What follows belongs to an exercise in optimizing a design on an open flow for small area; a production flow would make more cautious choices.
Function was checked by simulation only, so behaviour that the tests miss may differ from the original.
No activity file was given, so power comes from the tool's default toggle rates.

## config.mk

```make
export PLATFORM = sky130hd
export DESIGN_NAME = pmu_engine
export DESIGN_NICKNAME = pmu_engine
export VERILOG_FILES = /design/flow/design.v
export SDC_FILE = /design/flow/constraint.sdc
export NUM_CORES = 4
export LEC_CHECK = 0
export ABC_AREA = 1
export CAP_MARGIN = 20
export CORE_MARGIN = 2
export CORE_UTILIZATION = 40
export GPL_TIMING_DRIVEN = 0
export PLACE_DENSITY = 0.6
export SLEW_MARGIN = 20
```

## constraint.sdc

```tcl
create_clock -name core_clock -period 30.0 [get_ports {clk}]
set_input_delay 6.0000 -clock core_clock [delete_from_list [all_inputs] [get_ports {clk}]]
set_output_delay 6.0000 -clock core_clock [all_outputs]
set_load 0.01 [all_outputs]
```

## flow/run.sh

```bash
#!/bin/bash
# Own layout flow: the standard ORFS flow with three changes.
#  1. Synthesis: the standard synthesis script (synth_recipe.tcl, via standard.sh) with an
#     area-oriented ABC script and without full-adder extraction. The registers are mapped
#     before ABC runs, so they are the standard synthesis's registers.
#  2. Port buffers use the smallest buffer cell (every port is still buffered).
#  3. Clock tree: clkbuf_8 buffers in small sink clusters, no dummy loads.
# Each tool's output goes to a log file of its own in this folder; ORFS also keeps its
# per-step logs under orfs/logs.
set -euo pipefail
here=$(pwd)
rm -rf "$here/synth_scripts"
cp -r "$FLOW_HOME/scripts" "$here/synth_scripts"
cp "$here/flow/abc_area.script" "$here/synth_scripts/abc_area.script"
bash standard.sh "SCRIPTS_DIR=$here/synth_scripts" "ADDER_MAP_FILE=" synth > synth.log 2>&1
bash standard.sh \
  "BUFFER_PORTS_ARGS=-buffer_cell sky130_fd_sc_hd__buf_1" \
  "CTS_ARGS=-repair_clock_nets -buf_list sky130_fd_sc_hd__clkbuf_8 -sink_clustering_enable -sink_clustering_size 8 -sink_clustering_max_diameter 40 -dont_use_dummy_load" \
  finish > pnr.log 2>&1
```

## design.v

```verilog
module pmu_engine (
    input             clk,
    input             rst,         
    input             cmd_we,      
    input      [31:0] cmd_in,
    input             arg_we,      
    input      [31:0] arg_in,
    input      [3:0]  dbuf_we,     
    input      [31:0] dbuf_in,     
    output     [7:0]  status,
    output     [7:0]  seq_pc,
    output     [95:0] res,
    output     [31:0] dbuf,
    output reg        bus_req,
    output reg        bus_we,
    output reg [7:0]  bus_addr,
    output reg [2:0]  bus_len,
    output reg [31:0] bus_wdata,   
    input             bus_ack,
    input             bus_err,
    input      [31:0] bus_rdata,   
    output reg        slp_req,
    input             slp_ack
);
    localparam [7:0] OP_RDREG   = 8'h01, OP_WRREG   = 8'h02,
                     OP_RDBIT   = 8'h10, OP_SETBIT  = 8'h11,
                     OP_RDFLD   = 8'h12, OP_WRFLD   = 8'h13,
                     OP_DEC8    = 8'h20, OP_DEC12   = 8'h21,
                     OP_DEC13   = 8'h22, OP_DEC16   = 8'h23,
                     OP_DEC24   = 8'h24, OP_DEC32   = 8'h25,
                     OP_BATV    = 8'h30, OP_BATI    = 8'h31,
                     OP_BATICHG = 8'h32, OP_BATP    = 8'h33,
                     OP_VINV    = 8'h34, OP_VINI    = 8'h35,
                     OP_VBUSV   = 8'h36, OP_VBUSI   = 8'h37,
                     OP_APSV    = 8'h38, OP_TEMP    = 8'h39,
                     OP_CCIN    = 8'h3A, OP_CCOUT   = 8'h3B,
                     OP_BATPCT  = 8'h3C, OP_CVTPCT  = 8'h3D,
                     OP_WRDCDC  = 8'h40, OP_WRLDO   = 8'h41,
                     OP_WRCHGI  = 8'h42, OP_WRBRT   = 8'h43,
                     OP_INIT    = 8'h50, OP_SLPPREP = 8'h51,
                     OP_SLPREST = 8'h52, OP_BUSPWR  = 8'h53,
                     OP_PWROFF  = 8'h54;
    localparam [1:0] ERR_OK = 2'd0, ERR_BUS = 2'd1, ERR_ARG = 2'd2, ERR_ILL = 2'd3;
    localparam [2:0] E_END = 3'd0, E_RD = 3'd1, E_WR = 3'd2, E_RMW = 3'd3,
                     E_SLP = 3'd4, E_BR = 3'd5;
    localparam [3:0] S_IDLE = 4'd0, S_EXEC = 4'd1, S_RD = 4'd2, S_WR = 4'd3,
                     S_SLP = 4'd4, S_DIV = 4'd5, S_PRE = 4'd6, S_MUL = 4'd7,
                     S_FPS = 4'd8, S_FIN = 4'd9;
    reg  [3:0]  state;
    reg  [6:0]  opr;         
    reg  [7:0]  fa;          
    reg  [7:0]  fm;          
    reg  [2:0]  fi;          
    reg  [31:0] arg;
    reg  [31:0] dbuf_r;
    reg  [83:0] P;           
    reg  [4:0]  pc;
    reg  [6:0]  cnt;         
    reg         c1, c2, b3;  
    reg         bw;          
    wire [7:0]  tmp = {bw, cnt};
    wire [1:0]  cpass = fi[1:0];    
    wire        flt = fa[0];        
    wire        fgt = fa[1];        
    reg         st_done, st_inited, st_failw;
    wire        w_op     = (g0 && ol[1]) || (g1 && ol[0]) || g4 || g5;
    wire        st_wrote = st_done && w_op &&
                           (st_err == ERR_OK || (st_err == ERR_BUS && pc != 5'd0));
    wire        st_busy = state != S_IDLE;
    reg  [1:0]  st_err;
    wire neg = P[83] & P[82] & P[81];
    assign status = {1'b0, st_failw, st_inited, st_wrote, st_err & {2{~st_busy}}, st_done, st_busy};
    assign seq_pc = {3'b000, pc};
    assign res    = {{12{neg}}, P};
    assign dbuf   = dbuf_r;
    wire [7:0] op     = {1'b0, opr};
    wire [7:0] f_a    = fa;
    wire [7:0] f_m    = fm;
    wire [2:0] f_len  = fm[2:0];
    wire [2:0] f_bit  = fm[2:0];
    wire [2:0] f_sh   = fi;
    wire [7:0] nop = cmd_in[31:24];
    reg n_legal;
    always @* begin
        case (nop)
            OP_RDREG, OP_WRREG, OP_RDBIT:      n_legal = (cmd_in[23:0] & 24'h00F8FF) == 24'd0;
            OP_SETBIT:                         n_legal = (cmd_in[23:0] & 24'h00F8FE) == 24'd0;
            OP_RDFLD, OP_WRFLD:                n_legal = (cmd_in[23:0] & 24'h0000F8) == 24'd0;
            OP_WRDCDC, OP_WRLDO:               n_legal = (cmd_in[23:0] & 24'h00FFFF) == 24'd0;
            OP_BUSPWR:                         n_legal = (cmd_in[23:0] & 24'hFFFFFE) == 24'd0;
            OP_DEC8, OP_DEC12, OP_DEC13, OP_DEC16, OP_DEC24, OP_DEC32,
            OP_BATV, OP_BATI, OP_BATICHG, OP_BATP, OP_VINV, OP_VINI,
            OP_VBUSV, OP_VBUSI, OP_APSV, OP_TEMP, OP_CCIN, OP_CCOUT,
            OP_BATPCT, OP_CVTPCT, OP_WRCHGI, OP_WRBRT,
            OP_INIT, OP_SLPPREP, OP_SLPREST, OP_PWROFF:
                                               n_legal = cmd_in[23:0] == 24'd0;
            default:                           n_legal = 1'b0;
        endcase
    end
    wire        arg_zh  = ~|arg[31:11];
    wire        arg_zm  = ~|arg[10:4];
    reg       chg_hit;
    reg [3:0] chg_code;
    always @* begin
        chg_hit  = 1'b1;
        chg_code = 4'd0;
        case (arg[10:0])
            11'd100:  chg_code = 4'd0;
            11'd190:  chg_code = 4'd1;
            11'd280:  chg_code = 4'd2;
            11'd360:  chg_code = 4'd3;
            11'd450:  chg_code = 4'd4;
            11'd550:  chg_code = 4'd5;
            11'd630:  chg_code = 4'd6;
            11'd700:  chg_code = 4'd7;
            11'd780:  chg_code = 4'd8;
            11'd880:  chg_code = 4'd9;
            11'd960:  chg_code = 4'd10;
            11'd1000: chg_code = 4'd11;
            11'd1080: chg_code = 4'd12;
            11'd1160: chg_code = 4'd13;
            11'd1240: chg_code = 4'd14;
            11'd1320: chg_code = 4'd15;
            default:  chg_hit  = 1'b0;
        endcase
        if (!arg_zh) chg_hit = 1'b0;
    end
    wire [2:0] n_len = cmd_in[10:8];
    wire [7:0] n_a   = cmd_in[23:16];
    reg n_invalid;
    always @* begin
        case (nop)
            OP_RDREG, OP_WRREG: n_invalid = (n_len == 3'd0) || (n_len > 3'd4) ||
                                            ((n_a[7:2] == 6'h3F) &&
                                             ((n_len == 3'd4 && n_a[1:0] != 2'd0) ||
                                              (n_len == 3'd3 && n_a[1]) ||
                                              (n_len == 3'd2 && n_a[1:0] == 2'd3)));
            OP_WRDCDC:          n_invalid = n_a > 8'd2;
            OP_WRLDO:           n_invalid = n_a > 8'd1;
            OP_WRCHGI:          n_invalid = !chg_hit;
            OP_WRBRT:           n_invalid = arg_zh && arg_zm && (arg[3:0] == 4'd0);
            default:            n_invalid = 1'b0;
        endcase
    end
    wire n_dec = (nop[7:3] == 5'b00100) && (nop[2:0] <= 3'd5);
    wire n_cvt = nop == OP_CVTPCT;
    wire n_div = (nop == OP_WRDCDC) || (nop == OP_WRLDO);
    wire        q_lt28  = !fi[0] && (fm < 8'd28);
    wire        q_lt72  = !fi[0] && (fm < 8'd72);
    wire        q_ge136 = fi[0] || (fm >= 8'd136);
    wire [6:0]  dcdc_q  = q_lt28 ? 7'd0 : (fm[6:0] - 7'd28);
    wire [3:0]  ldo_q   = q_lt72 ? 4'd0 : q_ge136 ? 4'd15 : (fm[5:2] - 4'd2);
    wire        arg_gt12 = !(arg_zh && arg_zm) || (arg[3:0] > 4'd12);
    wire [3:0]  bright  = arg_gt12 ? 4'd12 : arg[3:0];
    wire [3:0] ol = opr[3:0];
    wire g0 = opr[6:4] == 3'b000;     
    wire g1 = opr[6:4] == 3'b001;     
    wire g2 = opr[6:4] == 3'b010;     
    wire g3 = opr[6:4] == 3'b011;     
    wire g4 = opr[6:4] == 3'b100;     
    wire g5 = opr[6:4] == 3'b101;     
    wire       init = ol[2:0] == 3'd0;
    wire [5:0] u    = init ? {1'b0, pc} : {1'b1, ol[1:0], fi[0], pc[1:0]};
    reg        p_end;
    always @* begin
        case (ol[2:0])
            3'd0:    p_end = pc == 5'd26;    
            3'd1,
            3'd2:    p_end = pc == 5'd3;     
            3'd3:    p_end = pc == 5'd4;     
            default: p_end = pc == 5'd1;     
        endcase
    end
    reg [2:0] r_kind;
    reg [7:0] r_addr, r_keep, r_or;
    task automatic ent(input [7:0] a, input [7:0] k, input [7:0] o);
        begin r_kind = E_RMW; r_addr = a; r_keep = k; r_or = o; end
    endtask
    always @* begin
        r_kind = E_RMW; r_addr = 8'h00; r_keep = 8'hFF; r_or = 8'h00;
        case (u)
            6'd0:  ent(8'h30, 8'h04, 8'h02);
            6'd1:  ent(8'h92, 8'hF8, 8'h00);
            6'd2:  ent(8'h93, 8'hF8, 8'h00);
            6'd3:  ent(8'h35, 8'h1C, 8'hA2);
            6'd4:  ent(8'h26, 8'h80, 8'h6A);
            6'd5:  ent(8'h27, 8'h80, 8'h54);
            6'd6:  ent(8'h28, 8'h0F, 8'hF0);
            6'd7:  ent(8'h28, 8'hF0, 8'h02);
            6'd8:  ent(8'h12, 8'hFF, 8'h04);
            6'd9:  ent(8'h12, 8'hFF, 8'h02);
            6'd10: ent(8'h94, 8'hFD, 8'h00);
            6'd11: ent(8'h33, 8'hF0, 8'h00);
            6'd12: begin r_kind = E_WR; r_addr = 8'h82; r_keep = 8'h00; r_or = 8'hFF; end
            6'd13: ent(8'h96, 8'hFD, 8'h00);
            6'd14: r_kind = E_SLP;
            6'd15: ent(8'h96, 8'hFF, 8'h02);
            6'd16: r_kind = E_BR;
            6'd17: ent(8'h30, 8'hFF, 8'h80);
            6'd18, 6'b111100: ent(8'hE2, 8'hFB, 8'h00);
            6'd19, 6'b111101: ent(8'hE1, 8'hF8, 8'h07);
            6'd20, 6'b111110: ent(8'hE0, 8'hFF, 8'h00);
            6'd21, 6'b111111: ent(8'hE3, 8'hFF, 8'h00);
            6'd22, 6'b111000: ent(8'hE0, 8'h0F, 8'hF0);
            6'd23, 6'b111001: ent(8'hE1, 8'hF8, 8'h02);
            6'd24, 6'b111010: ent(8'hE2, 8'hFF, 8'h04);
            6'd25, 6'b111011: ent(8'hE3, 8'hFF, 8'h00);
            6'b101000: begin r_kind = E_WR; r_addr = 8'h82; r_keep = 8'h00; end
            6'b101001: ent(8'h94, 8'hFF, 8'h02);
            6'b101010: ent(8'h12, 8'hFD, 8'h00);
            6'b110000: ent(8'h12, 8'hFF, 8'h02);
            6'b110001: ent(8'h94, 8'hFD, 8'h00);
            6'b110010: begin r_kind = E_WR; r_addr = 8'h82; r_keep = 8'h00; r_or = 8'hFF; end
            default:   ent(8'h32, 8'hFF, 8'h80);    
        endcase
    end
    reg [2:0] e_kind;
    reg [7:0] e_addr;
    reg [2:0] e_len;
    reg [7:0] e_keep;
    reg [7:0] e_or;
    wire      e_jmp = (ol[2:0] == 3'd0) && (pc == 5'd21);    
    reg [7:0] c_addr;
    always @* begin
        case (ol)
            4'h0, 4'hC: c_addr = 8'h78;
            4'h1:       c_addr = (pc == 5'd0) ? 8'h7A : 8'h7C;
            4'h2:       c_addr = 8'h7A;
            4'h3:       c_addr = 8'h70;
            4'h4:       c_addr = 8'h56;
            4'h5:       c_addr = 8'h58;
            4'h6:       c_addr = 8'h5A;
            4'h7:       c_addr = 8'h5C;
            4'h8:       c_addr = 8'h7E;
            4'h9:       c_addr = 8'h5E;
            4'hA:       c_addr = 8'hB0;
            default:    c_addr = 8'hB4;
        endcase
    end
    wire [7:0] bmask = 8'd1 << f_bit;
    always @* begin
        e_kind = E_END;
        e_addr = f_a;
        e_len  = 3'd1;
        e_keep = 8'hFF;
        e_or   = 8'h00;
        if (g0) begin
            if (pc == 5'd0) e_kind = ol[1] ? E_WR : E_RD;
            e_len = f_len;
        end else if (g1) begin
            if (pc == 5'd0) e_kind = ol[0] ? E_RMW : E_RD;
            if (ol[1]) begin
                e_keep = ~f_m;
                e_or   = (arg[7:0] << f_sh) & f_m;
            end else begin
                e_keep = fi[0] ? 8'hFF : ~bmask;
                e_or   = fi[0] ? bmask : 8'h00;
            end
        end else if (g3) begin
            e_addr = c_addr;
            e_len  = (ol == 4'h3) ? 3'd3 : (ol[3:1] == 3'b101) ? 3'd4 : 3'd2;
            if (pc == 5'd0 || (ol == 4'h1 && pc == 5'd1)) e_kind = E_RD;
        end else if (g4) begin
            if (pc == 5'd0) e_kind = E_RMW;
            case (ol[1:0])
                2'd0: begin
                    case (f_a[1:0])
                        2'd0:    begin e_addr = 8'h26; e_keep = 8'h80; e_or = {1'b0, dcdc_q[6:0]}; end
                        2'd1:    begin e_addr = 8'h23; e_keep = 8'hC0; e_or = {2'b0, dcdc_q[5:0]}; end
                        default: begin e_addr = 8'h27; e_keep = 8'h80; e_or = {1'b0, dcdc_q[6:0]}; end
                    endcase
                end
                2'd1: begin
                    e_addr = 8'h28;
                    if (!f_a[0]) begin e_keep = 8'h0F; e_or = {ldo_q[3:0], 4'h0}; end
                    else         begin e_keep = 8'hF0; e_or = {4'h0, ldo_q[3:0]}; end
                end
                2'd2: begin e_addr = 8'h33; e_keep = 8'hF0; e_or = {4'h0, chg_code}; end
                default: begin e_addr = 8'h28; e_keep = 8'h0F; e_or = {bright, 4'h0}; end
            endcase
        end else if (g5) begin
            e_kind = p_end ? E_END : r_kind;
            e_addr = r_addr;
            e_keep = r_keep;
            e_or   = r_or;
        end
    end
    wire [7:0] wbyte = (tmp & e_keep) | e_or;
    always @* begin
        bus_req   = (state == S_RD) || (state == S_WR);
        bus_we    = (state == S_WR);
        bus_addr  = e_addr;
        bus_len   = e_len;
        bus_wdata = {g0 ? dbuf_r[31:24] : wbyte, dbuf_r[23:0]};
        slp_req   = (state == S_SLP);
    end
    wire is_rd12 = (g3 && (ol == 4'h0 || ol == 4'h2 || (ol[3:2] == 2'b01) ||
                           ol == 4'h8 || ol == 4'h9 || ol == 4'hC)) ||
                   (g2 && ol[2:0] == 3'd1);
    wire is_cc   = g3 && ol[3:1] == 3'b101;
    wire is_pct  = g3 && ol[3:1] == 3'b110;
    wire is_bati = g3 && ol == 4'h1;
    wire is_temp = g3 && ol == 4'h9;
    wire is_cvt  = g3 && ol == 4'hD;
    wire res_rd  = (g1 && !ol[0]) || (g3 && !(is_bati && pc == 5'd0));
    wire need_fps = is_pct || is_bati || is_temp;
    reg [6:0] pre_last;
    always @* begin
        if (g2)
            case (ol[2:0])
                3'd0:       pre_last = 7'd75;
                3'd4:       pre_last = 7'd59;
                3'd5:       pre_last = 7'd51;
                default:    pre_last = 7'd67;
            endcase
        else if (is_cc || is_bati) pre_last = 7'd51;
        else if (g3 && ol == 4'h3) pre_last = 7'd59;
        else if (g1) pre_last = 7'd75 + {4'd0, ol[1] ? fi : fm[2:0]};
        else if (is_cvt) pre_last = 7'd83;
        else pre_last = 7'd67;    
    end
    reg [17:0] mconst;
    always @* begin
        mconst = 18'd1;
        if (g3)
            case (ol)
                4'hA, 4'hB:
                    mconst = (cpass == 2'd0) ? 18'd106667 :
                             (cpass == 2'd1) ? 18'd136009 : 18'd250963;
                4'h0, 4'hC: mconst = 18'd1100;
                4'h1, 4'h2: mconst = 18'd500;
                4'h3:       mconst = 18'd550;
                4'h4, 4'h6: mconst = 18'd1700;
                4'h5:       mconst = 18'd625;
                4'h7:       mconst = 18'd375;
                4'h8:       mconst = 18'd1400;
                default:    mconst = 18'd1;
            endcase
    end
    wire [4:0] aidx   = (state == S_DIV) ? ~cnt[4:0] : cnt[4:0];
    wire       argbit = arg[aidx];
    wire       sin    = (cnt[6:5] == 2'd0) & is_cvt & argbit;
    wire       t_lo   = cnt <= 7'd7;
    wire       t_h12  = (cnt >= 7'd4) && (cnt <= 7'd11);
    wire       t_h13  = (cnt >= 7'd5) && (cnt <= 7'd12);
    wire       is_rd13 = (g2 && ol[2:0] == 3'd2) || is_bati;
    reg u1, u2, v1, v2;
    always @* begin
        v1 = 1'b0;
        v2 = 1'b0;
        if (is_rd12) begin
            u1 = t_lo & P[0];
            u2 = t_h12 & P[4];
        end else if (is_rd13) begin
            u1 = t_lo & P[0];
            u2 = t_h13 & P[3];
            if (is_bati) begin
                v1 = t_lo & P[16];
                v2 = t_h13 & P[19];
            end
        end else begin
            u1 = P[0];
            u2 = 1'b0;
        end
    end
    wire xs  = u1 ^ u2 ^ c1;
    wire xc  = (u1 & u2) | (u1 & c1) | (u2 & c1);
    wire ys  = v1 ^ v2 ^ c2;
    wire yc  = (v1 & v2) | (v1 & c2) | (v2 & c2);
    wire mb  = xs ^ ys ^ b3;
    wire mbw = (~xs & ys) | (~xs & b3) | (ys & b3);
    wire [18:0] msum = {1'b0, P[83:66]} + (mb ? {1'b0, mconst} : 19'd0);
    wire        pbit = msum[0];
    wire [21:0] K_LT = 22'd3248088;
    wire [21:0] K_GT = 22'd4120712;
    wire        klt  = (cnt < 7'd22) ? K_LT[cnt[4:0]] : 1'b0;
    wire        kgt  = (cnt < 7'd22) ? K_GT[cnt[4:0]] : 1'b0;
    wire [21:0] K_SUB = is_temp ? 22'd1447 : is_pct ? 22'd3120712 : 22'd0;
    wire [19:0] K_1M  = 20'd1000000;
    wire        ks    = (cnt < 7'd22) ? K_SUB[cnt[4:0]] : 1'b0;
    wire        k1m   = (cnt < 7'd20) ? K_1M[cnt[4:0]] : 1'b0;
    wire        fd    = P[0] ^ ks ^ bw;
    wire        fbw   = (~P[0] & ks) | (~P[0] & bw) | (ks & bw);
    wire        fout  = (is_pct & flt) ? 1'b0 :
                        (is_pct & fgt) ? k1m :
                        (is_bati && cnt >= 7'd32) ? bw : fd;
    wire [5:0] r2   = {fa[6:2], argbit};
    wire       dge  = r2 >= 6'd25;
    wire [5:0] r2s  = r2 - 6'd25;
    wire [7:0]  ld_b0 = bus_rdata[31:24] & (g1 ? (ol[1] ? fm : bmask) : 8'hFF);
    integer k;
    always @(posedge clk) begin
        if (arg_we)
            arg <= arg_in;
        for (k = 0; k < 4; k = k + 1)
            if (dbuf_we[3-k])
                dbuf_r[31-8*k -: 8] <= dbuf_in[31-8*k -: 8];
        c1 <= 1'b0;
        c2 <= 1'b0;
        b3 <= 1'b0;
        if (rst) begin
            state     <= S_IDLE;
            pc        <= 5'd0;
            st_done   <= 1'b0;
            st_err    <= ERR_OK;
            st_inited <= 1'b0;
            st_failw  <= 1'b0;
        end else begin
            case (state)
                S_IDLE: begin
                    if (cmd_we) begin
                        opr      <= cmd_in[30:24];
                        fa       <= cmd_in[23:16];
                        fm       <= cmd_in[15:8];
                        fi       <= cmd_in[2:0];
                        st_done  <= 1'b0;
                        st_failw <= 1'b0;
                        pc       <= 5'd0;
                        cnt      <= 7'd0;
                        if (!n_legal) begin
                            st_err <= ERR_ILL;
                            state  <= S_FIN;
                        end else if (n_invalid) begin
                            st_err <= ERR_ARG;
                            state  <= S_FIN;
                        end else begin
                            st_err <= ERR_OK;
                            if (n_dec) begin
                                P[83:52] <= dbuf_r;
                                state    <= S_PRE;
                            end else if (n_cvt)
                                state <= S_PRE;
                            else if (n_div)
                                state <= S_DIV;
                            else
                                state <= S_EXEC;
                        end
                    end
                end
                S_EXEC: begin
                    case (e_kind)
                        E_RD, E_RMW, E_BR: state <= S_RD;
                        E_WR:              state <= S_WR;
                        E_SLP:             state <= S_SLP;
                        default:           state <= S_FIN;
                    endcase
                end
                S_RD: begin
                    if (bus_ack) begin
                        if (bus_err) begin
                            st_err  <= ERR_BUS;
                            st_done <= 1'b1;
                            state   <= S_IDLE;
                        end else begin
                            {bw, cnt} <= bus_rdata[31:24];
                            if (g0)
                                for (k = 0; k < 4; k = k + 1)
                                    if (k < e_len)
                                        dbuf_r[31-8*k -: 8] <= bus_rdata[31-8*k -: 8];
                            if (is_bati && pc == 5'd0)
                                fm <= bus_rdata[23:16];
                            if (res_rd) begin
                                P[83:76] <= ld_b0;
                                P[75:68] <= bus_rdata[23:16];
                                P[67:52] <= is_bati ? {tmp, fm} : bus_rdata[15:0];
                                pc    <= pc + 5'd1;
                                cnt   <= 7'd0;
                                state <= S_PRE;
                            end else if (e_kind == E_RMW) begin
                                state <= S_WR;
                            end else if (e_kind == E_BR) begin
                                pc    <= bus_rdata[27] ? 5'd17 : 5'd22;
                                state <= S_EXEC;
                            end else begin
                                pc    <= pc + 5'd1;
                                state <= S_EXEC;
                            end
                        end
                    end
                end
                S_WR: begin
                    if (bus_ack) begin
                        if (bus_err) begin
                            st_err   <= ERR_BUS;
                            st_failw <= 1'b1;
                            st_done  <= 1'b1;
                            state    <= S_IDLE;
                        end else begin
                            pc       <= e_jmp ? 5'd26 : pc + 5'd1;
                            state    <= S_EXEC;
                        end
                    end
                end
                S_SLP: begin
                    if (slp_ack) begin
                        pc    <= pc + 5'd1;
                        state <= S_EXEC;
                    end
                end
                S_DIV: begin
                    fa[6:2] <= dge ? r2s[4:0] : r2[4:0];
                    fm      <= {fm[6:0], dge};
                    fi[0]   <= fi[0] | fm[7];
                    cnt     <= cnt + 7'd1;
                    if (cnt == 7'd31)
                        state <= S_EXEC;
                end
                S_PRE: begin
                    P   <= {sin, P[83:1]};
                    cnt <= cnt + 7'd1;
                    if (cnt == pre_last) begin
                        cnt   <= 7'd0;
                        state <= S_MUL;
                    end
                end
                S_MUL: begin
                    bw <= 1'b0;
                    P  <= {msum, P[65:1]};
                    c1 <= xc;
                    c2 <= yc;
                    b3 <= mbw;
                    if (is_pct) begin
                        fa[0] <= klt ? (~pbit | flt) : (~pbit & flt);
                        fa[1] <= kgt ? (pbit & fgt) : (pbit | fgt);
                    end
                    cnt <= cnt + 7'd1;
                    if (cnt == 7'd65) begin
                        cnt <= 7'd0;
                        c1  <= 1'b0;
                        c2  <= 1'b0;
                        b3  <= 1'b0;
                        if (is_cc && cpass != 2'd2)
                            fi[1:0] <= cpass + 2'd1;
                        else if (need_fps)
                            state <= S_FPS;
                        else
                            state <= S_FIN;
                    end
                end
                S_FPS: begin
                    P   <= {fout, P[83:1]};
                    bw  <= is_bati ? ((cnt == 7'd31) ? P[0] : bw) : fbw;
                    cnt <= cnt + 7'd1;
                    if (cnt == 7'd83)
                        state <= S_FIN;
                end
                S_FIN: begin
                    if (g5 && ol[2:0] == 3'd0 && st_err == ERR_OK)
                        st_inited <= 1'b1;
                    st_done <= 1'b1;
                    state   <= S_IDLE;
                end
                default: state <= S_IDLE;
            endcase
        end
    end
endmodule
```

## flow/abc_area.script

```
strash
dch -f
amap
mfs2
strash
dch -f
amap
mfs2
strash
dch -f
amap
topo
```

## standard.sh

```bash
#!/bin/bash
# synth_recipe.tcl (not shown) runs the flow's synth.tcl, then flattens the netlist and writes it again
# the make line also repeats each setting of config.mk as NAME=value (left out here)
make -C /OpenROAD-flow-scripts/flow DESIGN_CONFIG=/design/flow/config.mk WORK_HOME=/design/flow/orfs CLKGATE_MAP_FILE= SYNTH_SCRIPT=/design/flow/synth_recipe.tcl "${@:-finish}"
```

==> flow_summary_export.csv, run 1 <==
group,metric,value,unit
outcome,outcome,"finished clean",
synth,synthArstFlopShare,0,%
sta,fin_skew,0.0450,ns
detailed_routing,dr.pass1.iters,8,
setup_path,arrival,7.67,ns
floorplan,die_h,183,um
power,p_switching,516,uW
global_routing,antenna_found_initial,1,
sta,hold_ws,0.456,ns
floorplan,rows,65,
floorplan,die-area,33700,um^2
synth,post-synth-top-count-cell,"nor2_1",
sta,fin_setup_tns,0,ns
detailed_routing,drtIter0Drc,1599,
layout,fin_area,15100,um^2
detailed_routing,drcViolationCount,0,
floorplan,initial_core_util,40.7,%
placement,dp.cells,2364,
placement,pre_cts_ws,17.14,ns
floorplan,ios,329,
setup_path,start_kind,"flip-flop",
clocking,numCtsBuffers,17,
power,p_comb_share,48.9,%
worst_hold_path,min_path_type,"flip-flop to flip-flop",
setup_path,crit_buf_inv,4,
synth,ys_types,49,
sta,period_minus_slack,13.67,ns
clocking,cts_setup_buffers,0,
synth,netlist_top_cells_area,"edfxtp_1, nor2_1, dfxtp_1",
layout,areaGrowthSynthToFinish,16.9,%
setup_path,worstSetupPathType,"flip-flop to output pin",
placement,portBuffers,324,
layout,final_layout_size_suffix_gt1_share,4.65,%
detailed_routing,wl,55900,um
clocking,ctsHoldBuffers,0,
detailed_routing,postRouteAntennaNets,0,
detailed_routing,routedWlPerCell,23.5,um
floorplan,core,31600,um^2
layout,antenna_cells,0,
floorplan,die_width,183,um
run,cap_violations,0,
power,leakage,4.75,nW
sta,relSlewSlack,25.2,%
setup_path,worstPathCellList,"clkinv_1 > nand2_1 > nor2_2 > clkinv_1 > o21ai_2 > clkinv_1 > o21ai_0 > nor2b_1 > nor2_1 > a31oi_1 > nand2_1 > o211ai_1 > a21oi_1 > o32a_1 > o211ai_1 > buf_1",
synth,syn_inst,1622,
setup_path,slowest_delay,0.97,ns
sta,tightest_slew,1.12,ns
synth,yosys_warnings,1,
detailed_routing,num_vias,14600,
power,intPower,568,uW
synth,synthFlopType,"edfxtp_1",
sta,hold_viol,0,
setup_path,critical_path.top_delay_family,"compound AO/OA/AOI/OAI gates",
global_routing,grt_usage,32.5,%
power,p_seq_share,38.1,%
synth,syn_area_per_cell,7.95,um^2
power,power_density,72.0,nW/um^2
setup_path,worst_path_max_delay_cell,"clkinv_1",
setup_path,crit_path_end_kind,"output pin",
clocking,clockRootBuffer,"clkbuf_8",
power,pwr-share-clk,13.0,%
sta,final_max_slew_viol_count,0,
placement,dpl.hpwl,44400,um
synth,yosysTopAreaCellShare,35.0,%
layout,fin_cells,2381,
global_routing,grt_first_pass_wirelength,82200,um
sta,setup_ws,16.33,ns
layout,utilization,47.6,%
setup_path,cp_max_fo,25,
clocking,cts_resized,0,
placement,placed_cell_area,14800,um^2
global_routing,grt_max_degree,33,
power,power_switching_share,47.6,%
clocking,cts.sinks,199,
synth,ys_seq_elements,199,
detailed_routing,viasPerCell,6.15,
clocking,cts-htree-levels,4,
clocking,cts.path.max_buffers,2,
clocking,clk_latency,0.52,ns
layout,fill_cells,3358,
clocking,cts_tree,"yes",
synth,netlist_top_cells_count,"nor2_1, clkinv_1, edfxtp_1",
setup_path,cp.required,24.00,ns
sta,fmax,0.0732,GHz
clocking,cts.reportedPaths.clkPinSlew,0.10,ns
sta,fin_crit_sh,45.6,%
synth,synth_edf_count,150,
synth,synth.largest_area_cell,"edfxtp_1",
synth,syn_area,12900,um^2
global_routing,grt_pass1_vias,13400,
sta,rsz0062_at_grt,"false",
power,irDropWorstVdd,43.8,uV
placement,globalplace.congestion,1.02,
setup_path,crit_path_frequent_cell,"clkinv_1",
power,total_power,1.08,mW
layout,final_nets,2120,
global_routing,grt_overflow,0,
synth,ys_seq_area_share,42.6,%
sta,setup_viol_count_final,0,
-- worst paths after layout --
kind           from            end  slack (ns)  cells past startpoint
max          opr[1]  bus_wdata[26]       16.33                     16
min           P[41]          P[40]        0.46                      0
max reg2reg  opr[4]          P[82]       20.20                     39
min reg2reg   P[41]          P[40]        0.46                      0
-- layer usage --
metal | global-route usage (%) | wire length [um] | part of all wire, %
met1 | 43.8 | 23400 | 42
met2 | 50.2 | 24900 | 45
met3 | 6.14 | 4970 | 8.9
met4 | 16.0 | 2590 | 4.6
met5 | 0 | 11 | 0.020
-- power by group through the flow --
stage / registers [mW] / logic, mW / clock network, mW
6_report: 0.413 / 0.530 / 0.141
3_5_place_dp: 0.416 / 0.516 / 0
2_1_floorplan: 0.406 / 0.317 / 0
4_1_cts: 0.410 / 0.518 / 0.144
5_1_grt: 0.416 / 0.572 / 0.152
3_3_place_gp: 0.418 / 0.502 / 0
-- sequential cells by signal, summed over array words and instances (netlist names) --
signal / cells
P: 84
arg: 32
b3: 1
bw: 1
c1: 1
c2: 1
cnt: 7
dbuf_r: 32
fa: 8
fi: 3
fm: 8
opr: 7
pc: 5
st_done: 1
st_err: 2
st_failw: 1
st_inited: 1
state: 4
-- cell usage in the layout (no fill, tap or decap), types with 48 or more instances in the layout --
cell type and n:
buf_4 48, buf_1 324, nor3_1 77, edfxtp_1 150, dfxtp_1 49, a21oi_1 118
o22ai_1 56, nor2_1 290, o21ai_0 116, nand2_1 131, clkinv_1 209
-- cell families after synthesis --
family	count (synthesis)	synth area share (%)
other	1	0.0291
buffers and inverters	255	8.74
DFF	199	42.6
AOI/OAI and AO/OA	536	27.3
and+or+nand+nor	631	21.4
-- final cells by class --
type | count | area (um^2) | share of cell area, %
Inverter | 209 | 785 | 5.21
Clock buffer | 17 | 234 | 1.55
Sequential cell | 199 | 5490 | 36.4
Buffer | 46 | 342 | 2.27
Multi-Input combinational cell | 1171 | 6360 | 42.2
Timing Repair Buffer | 337 | 1360 | 9.01
Tap cell | 402 | 503 | 3.34
==> run 2: changes to the inputs <==
--- a/config.mk
+++ b/config.mk
@@ -9,6 +9,5 @@
 export CAP_MARGIN = 20
 export CORE_MARGIN = 2
 export CORE_UTILIZATION = 40
-export GPL_TIMING_DRIVEN = 0
 export PLACE_DENSITY = 0.6
 export SLEW_MARGIN = 20
==> run 2 against run 1 <==
  * First-iteration DRC count increased by 6.8%
  * Sequential cell count unchanged
  * Largest power group unchanged
  * Global-route usage decreased by 0.16 points
  * Register-to-register slack improved by 0.89 ns
  * Highest routed layer is now met4
  * Clock skew decreased by 0.0072 ns
  * Via count decreased by 0.23%
  * Core utilization decreased by 1.1 points
  * Critical path type unchanged
  * Wire length increased by 0.23%
  * Clock power about the same
  * Synthesized area unchanged
  * Setup slack improved by 1.5 ns
==> flow_summary_export.csv, run 2 <==
group,metric,value,unit
setup_path,arrival,6.12,ns
clocking,cts_resized,0,
sta,tightest_slew,1.11,ns
clocking,clockRootBuffer,"clkbuf_8",
detailed_routing,dr.pass1.iters,6,
clocking,cts_tree,"yes",
synth,ys_seq_elements,199,
clocking,ctsHoldBuffers,0,
floorplan,die_h,183,um
setup_path,start_kind,"flip-flop",
sta,fin_setup_tns,0,ns
sta,relSlewSlack,24.9,%
global_routing,grt_overflow,0,
setup_path,reg2reg_slack,21.09,ns
setup_path,crit_path_end_kind,"output pin",
layout,final_cell_mix,"buf_1, nor2_1, clkinv_1",
global_routing,antenna_found_initial,0,
power,irDropWorstVdd,34.5,uV
detailed_routing,routedWlPerCell,23.9,um
sta,hold_viol,0,
sta,fin_crit_sh,40.4,%
detailed_routing,drcViolationCount,0,
setup_path,worstSetupPathType,"flip-flop to output pin",
synth,ys_types,49,
detailed_routing,postRouteAntennaNets,0,
placement,portBuffers,324,
synth,ys_seq_area_share,42.6,%
layout,areaGrowthSynthToFinish,14.2,%
global_routing,grt_first_pass_wirelength,81900,um
setup_path,cp_max_fo,25,
layout,largest_reg_flops,84,
sta,final_max_slew_viol_count,0,
run,cap_violations,0,
global_routing,grt_max_degree,53,
sta,fin_skew,0.0378,ns
sta,setup_viol_count_final,0,
detailed_routing,viasPerCell,6.23,
placement,placed_cell_area,14500,um^2
layout,fin_area,14700,um^2
clocking,numCtsBuffers,17,
placement,dpl.hpwl,44100,um
clocking,cts.sinks,199,
placement,globalplace.congestion,1.02,
floorplan,rows,65,
detailed_routing,drtIter0Drc,1707,
global_routing,grt_pass1_vias,13300,
sta,period_minus_slack,12.12,ns
synth,syn_area_per_cell,7.95,um^2
synth,syn_area,12900,um^2
worst_hold_path,min_path_type,"flip-flop to flip-flop",
global_routing,grt_usage,32.3,%
clocking,clk_latency,0.51,ns
setup_path,cp.required,24.00,ns
synth,netlist_top_cells_count,"nor2_1, clkinv_1, edfxtp_1",
floorplan,die_width,183,um
layout,antenna_cells,0,
clocking,cts.reportedPaths.clkPinSlew,0.10,ns
floorplan,core,31600,um^2
outcome,outcome,"finished clean",
synth,yosys_warnings,1,
floorplan,initial_core_util,40.7,%
synth,yosysTopAreaCellShare,35.0,%
synth,synth_edf_count,150,
power,power_density,73.0,nW/um^2
detailed_routing,wl,56000,um
synth,syn_inst,1622,
synth,synth.largest_area_cell,"edfxtp_1",
clocking,cts-htree-levels,4,
sta,fmax,0.0825,GHz
layout,final_layout_size_suffix_gt1_share,2.47,%
sta,hold_ws,0.433,ns
floorplan,ios,329,
layout,fin_cells,2345,
clocking,cts.path.max_buffers,2,
layout,final_common_cell,"buf_1",
floorplan,die-area,33700,um^2
synth,netlist_top_cells_area,"edfxtp_1, nor2_1, dfxtp_1",
layout,largest_register,"P",
layout,final_nets,2084,
clocking,cts_setup_buffers,0,
synth,synthArstFlopShare,0,%
power,leakage,4.54,nW
sta,rsz0062_at_grt,"false",
synth,post-synth-top-count-cell,"nor2_1",
layout,largestRegisters,"P (84), arg (32), dbuf_r (32)",
detailed_routing,num_vias,14600,
placement,dp.cells,2327,
synth,synthFlopType,"edfxtp_1",
[run 2: cell counts after synthesis]
Identical to the previous run, type by type.
[run 2: worst max-delay path, cell delays in order, from the launching register on]
cell and delay (ns):
edfxtp_1 0.69, clkinv_1 0.40, nand2_1 0.35, nor2_1 0.18, buf_4 0.25, clkinv_1 0.65, o21ai_0 0.39, buf_4 0.27
clkinv_1 0.50, o21ai_0 0.53, nor2b_1 0.25, nor2_1 0.07, a31oi_1 0.16, nand2_1 0.07, o211ai_1 0.11, a21oi_1 0.09
o32a_1 0.32, o211ai_1 0.13, buf_1 0.18
[run 2: routing by layer]
metal | GRT usage, % | vias up | wire (um)
met5 | 0 | - | 0
met4 | 14.4 | 0 | 2600
met3 | 5.35 | 133 | 5210
met2 | 49.9 | 920 | 24800
met1 | 44.7 | 6895 | 23300
li1 | - | 6661 | -
[run 2: kinds of logic (layout without fill, tap and decap cells)]
logic type,after synthesis,count (layout),synth area share (%)
AND/OR/NAND/NOR,631,631,21.4
AO/OA/AOI/OAI,536,536,27.3
buffers and inverters,255,573,8.74
flip-flops,199,199,42.6
other,1,4,0.0291
[run 2: area by class of cell]
type / count / area, um^2
Tap cell: 402 / 503
Sequential cell: 199 / 5490
Multi-Input combinational cell: 1171 / 6320
Inverter: 209 / 785
Fill cell: 3332 / 16900
Clock buffer: 17 / 234
Timing Repair Buffer: 347 / 1390
[run 2: final timing paths]
check	start	endpoint	cells after the start
worst max-delay path	opr[1]	bus_wdata[26]	18
worst min-delay path	P[5]	P[4]	0
worst max register to register	opr[1]	P[82]	40
worst min register to register	P[5]	P[4]	0
[run 2: through the flow]
step                total power [mW]  setup WS [ns]  utilization [%]
floorplan                      0.723          18.48                -
global placement               0.921          18.64             45.7
detailed placement             0.923          18.56             45.7
CTS                             1.06          18.00             46.5
global route                    1.13          17.43             46.5
finish                          1.07          17.88             46.5
[run 2: power by group]
part	switching (mW)	leakage (nW)	internal (mW)
Clock	0.0893	0.122	0.0502
Combinational	0.373	2.62	0.149
Sequential	0.0520	1.80	0.361
Total	0.514	4.54	0.560
==> run 3: changes to the inputs <==
--- a/flow/run.sh
+++ b/flow/run.sh
@@ -1,7 +1,8 @@
 #!/bin/bash
 # Own layout flow: the standard ORFS flow with three changes.
 #  1. Synthesis: the standard synthesis script (synth_recipe.tcl, via standard.sh) with an
-#     area-oriented ABC script and without full-adder extraction. The registers are mapped
+#     area-oriented ABC script (time-limited deepsyn, then repeated choice mapping)
+#     and without full-adder extraction. The registers are mapped
 #     before ABC runs, so they are the standard synthesis's registers.
 #  2. Port buffers use the smallest buffer cell (every port is still buffered).
 #  3. Clock tree: clkbuf_8 buffers in small sink clusters, no dummy loads.
==> flow/abc_area.script (replaced) <==
strash
dc2
&get -n
&deepsyn -T 120 -S 7
&put
strash
dch -f
amap
mfs2
strash
dch -f
amap
mfs2
strash
dch -f
amap
mfs2
strash
dch -f
amap
topo
==> run 3 against run 2 <==
  * Clock-buffer cell count did not move
  * Die area fell by 3.3%
  * Wire length rose by 4.3%
  * Fmax rose by 5.9%
  * Clock power barely moved
  * Sequential cell count did not move
  * Via count fell by 3.8%
  * Sequential power fell by 1%
  * Core utilization barely moved
  * Largest power group is now sequential cells
  * Highest routed layer unchanged
==> flow_summary_export.csv, run 3 <==
group,metric,value,unit
layout,fin_area,14200,um^2
sta,tightest_slew,0.932,ns
detailed_routing,dr.pass1.iters,8,
floorplan,initial_core_util,40.7,%
power,total_power,955,uW
sta,relSlewSlack,36.3,%
detailed_routing,wl_met1,24200,um
synth,syn_area_per_cell,8.13,um^2
floorplan,rows,64,
layout,largest_reg_flops,84,
synth,yosys_warnings,1,
sta,fin_skew,0.0449,ns
detailed_routing,num_vias,14000,
sta,hold_viol,0,
setup_path,slowest_delay,0.93,ns
clocking,cts_resized,0,
layout,fin_cells,2243,
layout,largest_register,"P",
placement,portBuffers,324,
global_routing,grt_overflow,0,
layout,final_nets,1988,
layout,antenna_cells,0,
global_routing,grt_max_degree,53,
floorplan,die_h,180,um
setup_path,cp_max_fo,21,
setup_path,crit_path_end_kind,"output pin",
layout,final_cell_mix,"buf_1, nor2_1, clkinv_1",
power,irDropWorstVdd,30.1,uV
synth,netlist_top_cells_count,"nor2_1, clkinv_1, edfxtp_1",
sta,rsz0062_at_grt,"false",
sta,fin_setup_tns,0,ns
detailed_routing,postRouteAntennaNets,0,
floorplan,ios,329,
sta,hold_ws,0.450,ns
layout,areaGrowthSynthToFinish,14.2,%
floorplan,die-area,32600,um^2
setup_path,worstSetupPathType,"flip-flop to output pin",
detailed_routing,top_layer_used,"met4",
setup_path,crit_path_frequent_cell,"nor2_1",
floorplan,die_width,180,um
sta,setup_ws,18.55,ns
layout,utilization,46.5,%
global_routing,grt_pass1_vias,13300,
global_routing,grt_first_pass_wirelength,85400,um
setup_path,worst_path_max_delay_cell,"nor2_1",
layout,final_layout_size_suffix_gt1_share,2.11,%
clocking,numCtsBuffers,17,
sta,final_max_slew_viol_count,0,
clocking,clk_latency,0.53,ns
placement,dp.cells,2226,
detailed_routing,viasPerCell,6.26,
synth,synth_edf_count,150,
placement,dpl.hpwl,46800,um
sta,setup_viol_count_final,0,
synth,syn_inst,1531,
clocking,cts-htree-levels,4,
synth,ys_seq_area_share,44.1,%
placement,globalplace.congestion,1.06,
synth,netlist_top_cells_area,"edfxtp_1, nor2_1, dfxtp_1",
clocking,cts.path.max_buffers,2,
synth,synthArstFlopShare,0,%
setup_path,arrival,5.45,ns
clocking,cts_tree,"yes",
placement,placed_cell_area,14000,um^2
sta,fmax,0.0873,GHz
detailed_routing,routedWlPerCell,26.0,um
synth,ys_types,57,
clocking,clockRootBuffer,"clkbuf_8",
synth,synth.largest_area_cell,"edfxtp_1",
synth,synthFlopType,"edfxtp_1",
detailed_routing,drtIter0Drc,1588,
detailed_routing,wl,58400,um
power,power_density,67.1,nW/um^2
synth,syn_area,12500,um^2
sta,period_minus_slack,11.45,ns
global_routing,grt_usage,34.9,%
detailed_routing,wl_met3,5170,um
clocking,cts.reportedPaths.clkPinSlew,0.12,ns
floorplan,core,30600,um^2
synth,ys_seq_elements,199,
power,leakage,4.50,nW
clocking,ctsHoldBuffers,0,
clocking,cts_setup_buffers,0,
layout,final_common_cell,"buf_1",
worst_hold_path,min_path_type,"flip-flop to flip-flop",
placement,pre_cts_ws,19.30,ns
detailed_routing,drcViolationCount,0,
setup_path,start_kind,"flip-flop",
run,cap_violations,0,
layout,largestRegisters,"P (84), arg (32), dbuf_r (32)",
clocking,cts.sinks,199,
synth,yosysTopAreaCellShare,36.2,%
setup_path,cp.required,24.00,ns
global_routing,antenna_found_initial,0,
setup_path,worstPathCellList,"buf_4 > clkinv_1 > nor2_1 > clkinv_1 > nand2_1 > nor2_1 > clkinv_1 > nor2_1 > nor2_1 > o21ai_0 > nor4b_1 > o21ai_0 > nor3_1 > o22ai_1 > o21ai_0 > buf_1",
outcome,outcome,"finished clean",
sta,fin_crit_sh,38.2,%
detailed_routing,met2_wirelength,26900,um
synth,post-synth-top-count-cell,"nor2_1",
==> run 3: final timing paths <==
check	startpoint	to	slack, ns	cells past startpoint
setup / recovery	opr[1]	bus_wdata[28]	18.55	16
hold / removal	P[43]	P[42]	0.45	0
setup reg to reg	opr[1]	P[83]	19.02	51
hold reg to reg	P[43]	P[42]	0.45	0
==> run 3: worst max-delay path, delay by kind of cell, from the launching register on <==
family	cells	cell delay, ns
DFF	1	0.32
buffers and inverters	5	1.60
and+or+nand+nor	7	2.33
AOI/OAI and AO/OA	4	0.68
==> run 3: layout make-up <==
cell class / count / area [um^2]
sequential: 199 / 5490
tap: 396 / 495
fill: 3173 / 16400
clock buffer: 17 / 234
inverter: 195 / 732
timing repair buffer: 342 / 1350
multi-input combinational: 1094 / 5930
==> run 3: power breakdown <==
part / switching [mW] / internal, mW
sequential: 0.0548 / 0.352
clock: 0.0912 / 0.0503
combinational: 0.288 / 0.119
==> run 3: cell families after synthesis <==
| family | after synthesis | synth area share [%] |
|---|---|---|
| and+or+nand+nor | 608 | 21.4 |
| xor gates and xnor gates | 1 | 0.0704 |
| other | 1 | 0.0301 |
| DFF | 199 | 44.1 |
| AOI/OAI and AO/OA | 481 | 25.9 |
| buffers and inverters | 241 | 8.62 |
==> run 3: metal layers <==
metal | GRT usage, % | up-vias
li1 | - | 6323
met1 | 47.2 | 6758
met2 | 55.8 | 856
met3 | 6.12 | 111
met4 | 13.8 | 0
met5 | 0 | -
==> run 4: changes to the inputs <==
--- a/flow/run.sh
+++ b/flow/run.sh
@@ -5,7 +5,7 @@
 #     and without full-adder extraction. The registers are mapped
 #     before ABC runs, so they are the standard synthesis's registers.
 #  2. Port buffers use the smallest buffer cell (every port is still buffered).
-#  3. Clock tree: clkbuf_8 buffers in small sink clusters, no dummy loads.
+#  3. Clock tree: clkbuf_16 buffers, no dummy loads.
 # Each tool's output goes to a log file of its own in this folder; ORFS also keeps its
 # per-step logs under orfs/logs.
 set -euo pipefail
@@ -16,5 +16,5 @@
 bash standard.sh "SCRIPTS_DIR=$here/synth_scripts" "ADDER_MAP_FILE=" synth > synth.log 2>&1
 bash standard.sh \
   "BUFFER_PORTS_ARGS=-buffer_cell sky130_fd_sc_hd__buf_1" \
-  "CTS_ARGS=-repair_clock_nets -buf_list sky130_fd_sc_hd__clkbuf_8 -sink_clustering_enable -sink_clustering_size 8 -sink_clustering_max_diameter 40 -dont_use_dummy_load" \
+  "CTS_ARGS=-repair_clock_nets -buf_list sky130_fd_sc_hd__clkbuf_16 -sink_clustering_enable -sink_clustering_size 8 -sink_clustering_max_diameter 40 -dont_use_dummy_load" \
   finish > pnr.log 2>&1
==> run 4 against run 3 <==
  * Fmax down 0.38%
  * Worst hold slack worse by 0.012 ns
  * Sequential share of layout area down 0.58 points
  * Final cell count up 0.36%
  * Still clean on timing, DRC and antenna
  * Sequential cell count unchanged
  * Setup slack worse by 0.043 ns
  * Sequential power down 2%
  * Non-clock buffer count up 2
  * Clock-buffer cell count unchanged
==> flow_summary_export.csv, run 4 <==
group,metric,value,unit
outcome,outcome,"finished clean",
global_routing,antenna_found_initial,1,
layout,final_layout_size_suffix_gt1_share,2.27,%
setup_path,reg2regPathDepth,50,
sta,relSlewSlack,33.6,%
synth,synthFlopType,"edfxtp_1",
power,irDropWorstVdd,40.3,uV
setup_path,slowest_delay,0.87,ns
worst_hold_path,hold_end,"P[43]",
global_routing,grt_first_pass_wirelength,89900,um
synth,synthArstFlopShare,0,%
sta,hold_ws,0.439,ns
synth,netlist_top_cells_area,"edfxtp_1, nor2_1, dfxtp_1",
synth,yosysTopAreaCellShare,36.2,%
synth,ys_seq_elements,199,
setup_path,cp_max_fo,24,
worst_hold_path,min_path_type,"flip-flop to flip-flop",
layout,largestRegisters,"P (84), arg (32), dbuf_r (32)",
detailed_routing,wl,61600,um
sta,rsz0062_at_grt,"false",
synth,synth.largest_area_cell,"edfxtp_1",
setup_path,start_kind,"flip-flop",
sta,final_max_slew_viol_count,0,
setup_path,worst_path_max_delay_cell,"edfxtp_1",
synth,syn_area_per_cell,8.11,um^2
setup_path,cp.required,24.00,ns
placement,portBuffers,324,
placement,globalplace.congestion,1.08,
clocking,numCtsBuffers,17,
floorplan,initial_core_util,40.6,%
setup_path,critical_path.top_delay_family,"simple AND/OR/NAND/NOR gates",
layout,utilization,47.1,%
setup_path,arrival,5.49,ns
floorplan,die_width,180,um
synth,syn_area,12500,um^2
synth,syn_inst,1536,
clocking,cts-htree-levels,4,
placement,dp.cells,2233,
synth,synth_edf_count,150,
setup_path,worstPathCellList,"clkinv_1 > nor2_1 > clkinv_1 > nor2_1 > clkinv_1 > a21oi_1 > o21ai_0 > nor4_1 > o21ai_0 > o32a_1 > o21ai_0 > buf_1",
setup_path,crit_path_end_kind,"output pin",
detailed_routing,routedWlPerCell,27.4,um
setup_path,reg2reg_slack,20.02,ns
layout,final_nets,1995,
sta,fin_crit_sh,38.3,%
clocking,cts.sinks,199,
sta,hold_viol,0,
clocking,clockRootBuffer,"clkbuf_16",
clocking,ctsHoldBuffers,0,
clocking,cts.path.max_buffers,2,
detailed_routing,num_vias,14300,
setup_path,crit_buf_inv,4,
run,cap_violations,0,
sta,fin_setup_tns,0,ns
floorplan,die_h,180,um
synth,ys_types,54,
layout,layout.area.seq,5490,um^2
sta,tightest_slew,0.993,ns
layout,fin_area,14400,um^2
detailed_routing,drcViolationCount,0,
setup_path,regToRegEndpoint,"P[82]",
layout,largest_reg_flops,84,
sta,fmax,0.0870,GHz
layout,multi_input_area,5890,um^2
layout,areaGrowthSynthToFinish,15.9,%
synth,netlist_top_cells_count,"nor2_1, clkinv_1, edfxtp_1",
worst_hold_path,min_from,"P[44]",
power,leakage,4.56,nW
layout,final_cell_mix,"buf_1, nor2_1, clkinv_1",
global_routing,grt_usage,37.1,%
floorplan,die-area,32600,um^2
detailed_routing,viasPerCell,6.35,
placement,dpl.hpwl,49800,um
sta,period_minus_slack,11.49,ns
global_routing,grt_pass1_vias,13400,
clocking,clk_latency,0.46,ns
sta,fin_skew,0.0342,ns
floorplan,ios,329,
synth,ys_seq_area_share,44.0,%
global_routing,grt_max_degree,53,
clocking,cts_resized,0,
layout,fill_cells,3173,
power,power_density,69.6,nW/um^2
placement,placed_cell_area,14000,um^2
setup_path,r2r-start,"opr[5]",
floorplan,rows,64,
clocking,cts_setup_buffers,0,
detailed_routing,dr.pass1.iters,6,
layout,fin_cells,2251,
detailed_routing,drtIter0Drc,1747,
floorplan,core,30700,um^2
setup_path,worstSetupPathType,"flip-flop to output pin",
sta,setup_viol_count_final,0,
worst_hold_path,holdPathStages,0,
global_routing,grt_overflow,0,
clocking,cts.reportedPaths.clkPinSlew,0.09,ns
layout,largest_register,"P",
detailed_routing,postRouteAntennaNets,0,
layout,final_common_cell,"buf_1",
synth,yosys_warnings,1,
clocking,cts_tree,"yes",
synth,post-synth-top-count-cell,"nor2_1",
-- run 4: metrics by stage --
stage	power [mW]	setup slack (ns)
floorplan	0.629	20.09
global placement	0.801	19.25
detailed placement	0.798	19.30
CTS	0.993	18.78
global route	1.05	18.32
finish	1.01	18.51
-- run 4: layout make-up --
class	instances	share of cell area [%]
multi-input cells	1087	40.8
flip-flops and latches	199	38.0
repair buffers	344	9.47
inverters	207	5.38
well taps	396	3.43
clock buffers	17	2.95
diodes	1	0.0173
-- run 4: metal layers --
metal | vias to the layer above | wire length, um | part of all wire [%] | global-route usage, %
li1 | 6338 | - | - | -
met1 | 6773 | 24500 | 40 | 49.2
met2 | 1025 | 27700 | 45 | 58.5
met3 | 153 | 6150 | 10 | 6.37
met4 | 0 | 3240 | 5.3 | 18.3
met5 | - | 0 | 0 | 0
-- run 4: kinds of logic (layout without fill, tap and decap cells) --
family | count (synthesis) | count (layout) | share of synthesized area [%]
buffers and inverters | 253 | 568 | 8.98
AND/OR/NAND/NOR | 597 | 597 | 20.9
other | 1 | 5 | 0.0301
AO/OA/AOI/OAI | 486 | 486 | 26.0
flip-flops | 199 | 199 | 44.0
-- run 4: power by group --
group	leakage [nW]	internal (mW)	switching [mW]
Sequential	1.80	0.353	0.0473
Combinational	2.56	0.118	0.290
Clock	0.209	0.0989	0.0984
Total	4.56	0.569	0.436
-- run 4: worst max-delay path by stage --
| stage | from | to | slack [ns] | cells past startpoint |
|---|---|---|---|---|
| finish | opr[1] | bus_wdata[28] | 18.51 | 12 |
| global route | opr[1] | bus_wdata[28] | 18.32 | 12 |
| CTS | opr[1] | bus_wdata[28] | 18.78 | 12 |
| detailed placement | opr[1] | bus_wdata[28] | 19.30 | 12 |
| global placement | opr[1] | bus_wdata[28] | 19.25 | 12 |
| floorplan | cmd_in[23] | P[76] | 20.09 | 11 |
==> run 5: changes to the inputs <==
==> run.sh (new file) <==
#!/bin/bash
# synth_recipe.tcl (not shown) runs the flow's synth.tcl, then flattens the netlist and writes it again
# the make line also repeats each setting of config.mk as NAME=value (left out here)
make -C /OpenROAD-flow-scripts/flow DESIGN_CONFIG=/design/flow/config.mk WORK_HOME=/design/flow/orfs CLKGATE_MAP_FILE= SYNTH_SCRIPT=/design/flow/synth_recipe.tcl finish
removed: flow/run.sh
removed: flow/abc_area.script
removed: standard.sh
==> run 5 against run 4 <==
  * Setup slack better by 0.82 ns
  * Clock skew decreased by 0.017 ns
  * Synthesized area increased by 21%
  * Register-to-register slack better by 2.5 ns
  * Sequential cell count unchanged
  * Global-route usage down 4.5 points
  * Non-clock buffer count shrank 3
  * Critical path depth rose by 3
==> flow_summary_export.csv, run 5 <==
group,metric,value,unit
outcome,outcome,"finished clean",
layout,largest_reg_flops,84,
setup_path,worstSetupPathType,"flip-flop to output pin",
detailed_routing,routedWlPerCell,22.9,um
floorplan,ios,329,
layout,utilization,51.0,%
detailed_routing,met2_wirelength,28700,um
detailed_routing,viasPerCell,5.79,
layout,final_cell_mix,"nand2_1, clkdlybuf4s50_1, nor2_1",
synth,yosys.area_share.simple,26.2,%
sta,tightest_slew,0.899,ns
clocking,cts.path.max_buffers,2,
detailed_routing,wl_met1,27100,um
layout,areaGrowthSynthToFinish,26.5,%
setup_path,critical_path.top_delay_family,"simple AND/OR/NAND/NOR gates",
sta,fin_skew,0.0168,ns
synth,syn_area,15000,um^2
layout,largest_register,"P",
layout,antenna_cells,0,
synth,synth-xor-area-share,1.22,%
floorplan,core,37300,um^2
sta,hold_viol,0,
synth,synthAdderAreaFrac,4.49,%
clocking,clockRootBuffer,"clkbuf_16",
setup_path,reg2regPathDepth,26,
global_routing,grt_pass1_vias,15300,
synth,ys_seq_elements,199,
synth,syn_area_per_cell,7.25,um^2
synth,synthFlopType,"edfxtp_1",
synth,post-synth-top-count-cell,"nand2_1",
power,leakage,7.76,nW
synth,ys_seq_area_share,36.5,%
sta,setup_viol_count_final,0,
synth,netlist_top_cells_count,"nand2_1, inv_1, nor2_1",
setup_path,r2r-start,"opr[6]",
setup_path,cp_max_fo,22,
sta,final_max_slew_viol_count,0,
run,cap_violations,0,
floorplan,die_h,198,um
layout,final_nets,2513,
detailed_routing,drcViolationCount,0,
sta,fmax,0.0937,GHz
global_routing,antenna_found_initial,1,
sta,rsz0062_at_grt,"false",
synth,synthArstFlopShare,0,%
synth,synth_compound_area_share,19.8,%
floorplan,rows,71,
setup_path,worstPathCellList,"nor2_8 > nand2_2 > nand2_1 > nand2_1 > nor2_1 > nor2_1 > nor2_1 > o21ai_0 > nand2_1 > o21ai_0 > nand2_1 > nand2_1 > o311ai_0 > a21oi_1 > clkdlybuf4s50_1",
placement,portBuffers,324,
global_routing,grt_first_pass_wirelength,94800,um
power,irDropWorstVdd,45.0,uV
layout,final_layout_size_suffix_gt1_share,4.41,%
worst_hold_path,min_from,"P[7]",
worst_hold_path,min_path_type,"flip-flop to flip-flop",
layout,final_common_cell,"nand2_1",
setup_path,regToRegEndpoint,"P[82]",
sta,relSlewSlack,40.1,%
clocking,cts.reportedPaths.clkPinSlew,0.10,ns
synth,netlist_top_cells_area,"edfxtp_1, nand2_1, dfxtp_1",
detailed_routing,drtIter0Drc,1769,
sta,fin_crit_sh,35.6,%
synth,synth_mux_area_share,1.33,%
detailed_routing,num_vias,16300,
setup_path,crit_end,"bus_wdata[28]",
synth,synth.largest_area_cell,"edfxtp_1",
detailed_routing,wl_met3,6430,um
setup_path,crit_buf_inv,1,
global_routing,grt_max_degree,53,
setup_path,start_kind,"flip-flop",
clocking,cts.sinks,199,
setup_path,crit_path_frequent_cell,"nand2_1",
clocking,cts_setup_buffers,0,
clocking,cts_resized,0,
setup_path,cp.depth,15,
synth,yosys_warnings,1,
clocking,clk_latency,0.49,ns
clocking,numCtsBuffers,17,
setup_path,crit_path_end_kind,"output pin",
setup_path,slowest_delay,0.95,ns
floorplan,initial_core_util,40.3,%
placement,globalplace.congestion,1.04,
synth,synth_edf_count,150,
clocking,cts_tree,"yes",
layout,fill_cells,3732,
power,power_density,61.1,nW/um^2
synth,syn_inst,2074,
global_routing,grt_overflow,0,
floorplan,die-area,39200,um^2
synth,yosysTopAreaCellShare,29.9,%
setup_path,arrival,4.68,ns
placement,dpl.hpwl,50900,um
detailed_routing,wl,64400,um
sta,period_minus_slack,10.68,ns
global_routing,grt_usage,32.5,%
setup_path,cp.required,24.00,ns
setup_path,worst_path_max_delay_cell,"edfxtp_1",
detailed_routing,postRouteAntennaNets,0,
setup_path,crit_path_start,"opr[1]",
detailed_routing,top_layer_used,"met4",
synth,ys_types,68,
sta,fin_setup_tns,0,ns
floorplan,die_width,198,um
detailed_routing,dr.pass1.iters,8,
setup_path,reg2reg_slack,22.50,ns
layout,largestRegisters,"P (84), arg (32), dbuf_r (32)",
synth,synth_top_family_by_area,"simple AND/OR/NAND/NOR gates",
clocking,cts-htree-levels,4,
clocking,ctsHoldBuffers,0,
run 5: cell types whose count changed in the layout (fill, tap and decap cells not counted), sizes merged, moves of 60 or more:
cell,delta
buf,-326
o21ai,+76
clkdlybuf4s50,+324
nand3,+83
clkinv,-197
nand2,+327
inv,+258
a21oi,+60
run 5: cells by family after synthesis:
family          count (synthesis)
flops                         199
mux                            20
compound gates                502
xor+xnor                       21
other cells                     1
buf+inv                       367
simple gates                  913
fa+ha+maj                      51
run 5: how the worst min path moves through the flow:
stage	to	slack [ns]	cells past startpoint
finish	P[6]	0.45	0
global route	P[13]	0.46	0
CTS	P[13]	0.45	0
detailed placement	P[13]	0.43	0
global placement	P[19]	0.43	0
floorplan	st_inited	0.44	1
run 5: through the flow:
| stage | instance area, um^2 | worst slack (ns) | hold WS (ns) | power (mW) | instances |
|---|---|---|---|---|---|
| 2_1_floorplan | 15100 | 20.09 | 0.442 | 0.684 | 2077 |
| 3_3_place_gp | 18400 | 20.06 | 0.429 | 0.900 | 2778 |
| 3_5_place_dp | 18400 | 19.96 | 0.431 | 0.902 | 2778 |
| 4_1_cts | 19000 | 19.41 | 0.452 | 1.16 | 2810 |
| 5_1_grt | 19000 | 19.05 | 0.463 | 1.22 | 2810 |
| 6_report | 19000 | 19.32 | 0.450 | 1.16 | 2810 |
run 5: final cells by class:
| type | instances | area (um^2) | share of cell area (%) |
|---|---|---|---|
| multi-input combinational | 1511 | 8000 | 42.0 |
| sequential | 199 | 5490 | 28.8 |
| tap | 474 | 593 | 3.12 |
| timing repair buffer | 341 | 3370 | 17.7 |
| clock buffer | 17 | 425 | 2.24 |
| clock inverter | 15 | 204 | 1.07 |
| inverter | 253 | 950 | 4.99 |
run 5: worst reg2reg max path, stage by stage (launching register included):
cell and delay (ns):
edfxtp_1 0.45, inv_1 0.15, nand3_1 0.63, inv_1 0.77, nand2_2 0.52, inv_2 0.41
a21oi_1 0.16, inv_1 0.10, nor2_1 0.05, o21ai_0 0.24, fa_1 0.49, fa_1 0.58
nor2_1 0.18, nand2_1 0.23, a31oi_1 0.34, ha_1 0.36, a21oi_1 0.19, o21ai_0 0.14
nand2_1 0.08, nand3_1 0.13, nand3_1 0.11, nand2_1 0.09, a21boi_0 0.30, o31ai_1 0.12
or2_2 0.28, nand2_1 0.07, a21oi_1 0.06
run 5: where the power goes:
group | internal, mW | total [mW] | switching, mW | leakage, nW
Combinational | 0.178 | 0.501 | 0.323 | 5.65
Clock | 0.117 | 0.254 | 0.136 | 0.308
Sequential | 0.355 | 0.409 | 0.0542 | 1.80
Total | 0.650 | 1.16 | 0.513 | 7.76
run 5: routing by layer:
| metal | GRT usage [%] | vias to the layer above |
|---|---|---|
| li1 | - | 7607 |
| met4 | 12.2 | 0 |
| met5 | 0 | - |
| met2 | 51.3 | 910 |
| met3 | 7.20 | 125 |
| met1 | 43.6 | 7630 |

==> separate check: timing with driven ports <==
The results above use ideal ports. As a check the final layouts listed here were re-extracted and re-timed, cells and wires unchanged.
Step 1: set_driving_cell puts a clkbuf_16 on clk and a buf_2 on each other input, an assumption about the parent block.
Step 2 adds t to the input delays and takes it off the output delays; t is the mean of the earliest and latest rising clock arrival at the registers after step 1. Input paths then give back, and output paths get back, about the clock's delay inside the block.
Slacks: ideal ports / drivers / drivers and shift; pairs: ideal ports / drivers.
| run | shift t [ns] | setup WS [ns] | worst setup path after step 2 |
|---|---|---|---|
| run 1 | 0.546 | 16.332 / 16.282 / 16.828 | register to output |
| run 2 | 0.546 | 17.876 / 17.826 / 18.372 | register to output |
| run 3 | 0.554 | 18.549 / 18.498 / 19.015 | register to register |
| run 4 | 0.498 | 18.506 / 18.451 / 18.949 | register to output |
| run 5 | 0.536 | 19.325 / 19.268 / 19.805 | register to output |
After both steps every run listed still meets setup and hold.
